Background: an optimization exercise with open tools, aiming at small area, a short achievable clock period and few clock cycles. Do not read the settings as production practice. At most, simulation tests tie the RTL to the original design; equivalence was not proved. Power and IR drop assume default switching activity.

try-raven:
Design alpide_decoder, start of the top module:
module alpide_decoder (
    input  wire        clk,
    input  wire        rst,
    input  wire        in_valid,
    output wire        in_ready,
    input  wire [1:0]  in_kind,
    input  wire [7:0]  in_data,
    output wire        out_valid,
    input  wire        out_ready,
    output wire        out_is_result,
    output wire [3:0]  hit_chip,
    output wire [5:0]  hit_region,
    output wire [9:0]  hit_dcol,
    output wire [10:0] hit_addr,
    output wire [3:0]  hit_flag,
    output wire        hit_prev_stuck,
    output wire [9:0]  hit_row,
    output wire [10:0] hit_col,
    output wire [2:0]  res_code,
    output wire        res_corrupt,
    output wire [2:0]  res_cause,
    output wire [15:0] res_pc,
    output wire [7:0]  res_byte,
    output wire [1:0]  res_remain,
    output wire [3:0]  st_chip,
    output wire [5:0]  st_region,
    output wire [3:0]  st_flags,
    output wire        st_new_event,
    output wire [3:0]  st_word_kind
);
    localparam [3:0] CHIP_ID_NONE = 4'd15;
    localparam [5:0] REGION_NONE  = 6'd32;
    localparam [3:0] K_IDLE     = 4'd0;
    localparam [3:0] K_BUSYON   = 4'd1;
    localparam [3:0] K_BUSYOFF  = 4'd2;
    localparam [3:0] K_EMPTY    = 4'd3;
    localparam [3:0] K_CHIPHDR  = 4'd4;
    localparam [3:0] K_CHIPTRL  = 4'd5;
    localparam [3:0] K_REGION   = 4'd6;
    localparam [3:0] K_DSHORT   = 4'd7;
    localparam [3:0] K_DLONG    = 4'd8;
    localparam [3:0] K_UNKNOWN  = 4'd9;
    localparam [2:0] R_SUCCESS    = 3'd0;
    localparam [2:0] R_FRAMING    = 3'd1;
    localparam [2:0] R_UNKNOWN    = 3'd2;
  ...
Settings: LEC_CHECK=0, CAP_MARGIN=20, CORE_MARGIN=2, CORE_UTILIZATION=40, CTS_BUF_LIST=sky130_fd_sc_hd__clkbuf_4 sky130_fd_sc_hd__clkbuf_8, CTS_CLUSTER_DIAMETER=100, CTS_CLUSTER_SIZE=40, SLEW_MARGIN=20; clock period 8.0 ns.
standard.sh (not shown) runs the stock make flow with config.mk's settings and CLKGATE_MAP_FILE= SYNTH_SCRIPT=/design/flow/synth_recipe.tcl, a recipe that flattens the netlist after the stock synthesis.
==> flow/flow/run.sh <==
#!/bin/bash
# Standard ORFS layout (the standard.sh, unchanged synthesis), except that
# the port buffers that global placement inserts use the small buf_1 cell and
# the timing repair aims at a tighter setup margin.
set -euo pipefail
MARGIN=$(cat flow/margin.txt)
bash standard.sh "BUFFER_PORTS_ARGS=-buffer_cell sky130_fd_sc_hd__buf_1" "SETUP_SLACK_MARGIN=$MARGIN" finish > standard.log 2>&1
==> flow/flow/margin.txt <==
5.0
try-raven has completed all stages; timing, DRC and antenna checks passed.
Setup changes, try-raven to try-nickel
==> flow/flow/margin.txt <==
4.8
## What came out
- Compared with try-raven, try-nickel ends up with a smaller final cell area.
- Changes observed in try-nickel relative to try-raven: global-route usage moved down, number of max-cap violations level, power dissipated by switching net loads moved down.
- Diff try-raven -> try-nickel: power attributed to the clock group grew by 19%, final-layout non-clock buffer area share shrank by 2.9 points.
- try-nickel vs try-raven: synthesis-to-layout area growth down in try-nickel
- NOTE: required arrival time at the worst endpoint in try-nickel exceeds that of try-raven
- Re final standard cell count with taps included and fillers excluded: try-nickel is 2.8% down on try-raven.
- Looking at final cell utilization of the core, try-nickel sits 1.5 points lower than try-raven does.
- Die outline area: try-raven vs try-nickel identical
Function was not checked in any run of this note: the RTL went through the layout flow alone.

---

wip/nickel:
Another version of the RTL of alpide_decoder (not shown whole).
For scale: ~570 cells after synthesis, roughly 100 flip-flops, roughly 0.0055 mm^2 of cells after synthesis.
==> flow/config.mk <==
export PLATFORM = sky130hd
export DESIGN_NAME = alpide_decoder
export DESIGN_NICKNAME = alpide_decoder
export VERILOG_FILES = /design/flow/design.v
export SDC_FILE = /design/flow/constraint.sdc
export NUM_CORES = 4
export LEC_CHECK = 0
export CAP_MARGIN = 20
export CORE_MARGIN = 2
export CORE_UTILIZATION = 70
export CTS_BUF_LIST = sky130_fd_sc_hd__clkbuf_4 sky130_fd_sc_hd__clkbuf_8
export CTS_CLUSTER_DIAMETER = 100
export CTS_CLUSTER_SIZE = 40
export SLEW_MARGIN = 20
==> flow/constraint.sdc <==
create_clock -name core_clock -period 8.0 [get_ports {clk}]
set_input_delay 1.6000 -clock core_clock [delete_from_list [all_inputs] [get_ports {clk}]]
set_output_delay 1.6000 -clock core_clock [all_outputs]
set_load 0.01 [all_outputs]
==> flow/flow/margin.txt <==
5.0
Scripts as last shown in full above: flow/flow/run.sh
Testbench counts of wip/nickel, summed over its fixed seeds: cycles 102,851.
#### Input delta (wip/fjord over wip/nickel)
- a change of CORE_UTILIZATION from 70 to 40
==> flow/flow/margin.txt <==
5.6
[summary]
Layout overhead on the synthesized area: wip/fjord > wip/nickel. [compare] base=wip/nickel new=wip/fjord: worst setup slack shows an increase of 0.024 ns, combined buffer and inverter count along the critical path shows an increase of 1. Looking at first-iteration DRC count, wip/fjord sits above wip/nickel. Diff wip/nickel..wip/fjord | final setup violation count | unchanged.
[inputs] wip/lagoon vs wip/fjord
==> flow/flow/margin.txt <==
4.8
Findings:
Leading cell category by total area = multi-input combinational cells: wip/fjord; leading cell category by total area = registers: wip/lagoon. Switching share of power ends up lower on wip/lagoon. Looking at via total after detailed routing, wip/lagoon sits 934 below wip/fjord. Comparing maximum fanout along the worst path for wip/lagoon and wip/fjord, the bigger number came from wip/lagoon. ~same synthesized cell count in wip/lagoon and wip/fjord. The global-route wire length before repair of wip/lagoon is lower than that of wip/fjord. [compare] base=wip/fjord new=wip/lagoon: part of the power in the clock network +0.4 points; layout overhead on the synthesized area -41 points.
--- input diff wip/lagoon..wip/willow ---
- putting ABC_AREA at 1 where nothing was set
==> flow/flow/margin.txt <==
5.0
==> summary.txt <==
- wip/willow | status: complete | timing, DRC, antenna: pass
- Looking at die area across wip/lagoon and wip/willow, the one that comes out lower is wip/lagoon.
- Synthesized cell count (wip/willow vs. wip/lagoon) increases by more than 10%
- Data arrival time at the worst-slack endpoint delta for wip/willow relative to wip/lagoon: 1.89 ns lower
- The number of fill cells of wip/willow exceeds that of wip/lagoon by about 10%.
Input changes introduced in wip/sierra (baseline for comparison: wip/willow):
- an added SETUP_SLACK_MARGIN of 5
- a deleted ABC_AREA that had been 1
==> flow/flow/run.sh <==
#!/bin/bash
# Standard ORFS layout (the standard.sh, unchanged synthesis), except that
# the port buffers that global placement inserts use the small buf_1 cell.
set -euo pipefail
export BUFFER_PORTS_ARGS="-buffer_cell sky130_fd_sc_hd__buf_1"
bash standard.sh > standard.log 2>&1
removed: flow/flow/margin.txt
### Flow results
Vias: wip/sierra fewer than wip/willow
Die: wip/sierra smaller than wip/willow
In the metrics for wip/sierra and wip/willow, the one carrying the lower footprint of the multi-input gates is wip/willow.
Diff wip/willow -> wip/sierra | synthesized cell count | decrease of 17%
Relative to wip/willow, total met3 wirelength after detailed routing decreased by about 24% in wip/sierra.
On wip/sierra: global-route wire length before repair is 13% lower than what wip/willow gave.

==> static timing again, ports no longer ideal <==
Ports are ideal in the flow. The routed layouts listed here were re-timed in OpenROAD. Step 1: set_driving_cell puts a clkbuf_16 on clk and a buf_2 on each other input, an assumption about the parent block. Step 2, shift: input delay + t, output delay - t, t = (earliest + latest rising clock arrival at the registers) / 2. This alone moves slack from input paths to output paths. Slacks: ideal ports / drivers / drivers and shift; pairs: ideal ports / drivers.
run | t (ns) | setup WS [ns] | worst register clock-pin slew, ns | worst data-port slew with drivers (ns) | pins driven straight from the clock port
try-raven | 0.404 | 5.018 / 5.016 / 4.612 | 0.10 / 0.10 | 0.05 | 1
try-nickel | 0.401 | 4.852 / 4.870 / 4.469 | 0.10 / 0.10 | 0.03 | 1
wip/nickel | 0.399 | 5.049 / 5.053 / 4.662 | 0.10 / 0.10 | 0.03 | 1
wip/fjord | 0.426 | 5.072 / 5.068 / 4.642 | 0.11 / 0.11 | 0.05 | 1
wip/lagoon | 0.404 | 4.914 / 4.884 / 4.520 | 0.10 / 0.10 | 0.04 | 1
wip/willow | 0.414 | 5.067 / 5.031 / 4.728 | 0.10 / 0.10 | 0.06 | 1
wip/sierra | 0.410 | 5.000 / 5.010 / 4.600 | 0.11 / 0.11 | 0.03 | 1
After both steps every run listed still meets setup and hold. The setup slack of wip/fjord, which loses most, moves by -0.004 ns with the drivers and by -0.430 ns with both steps.
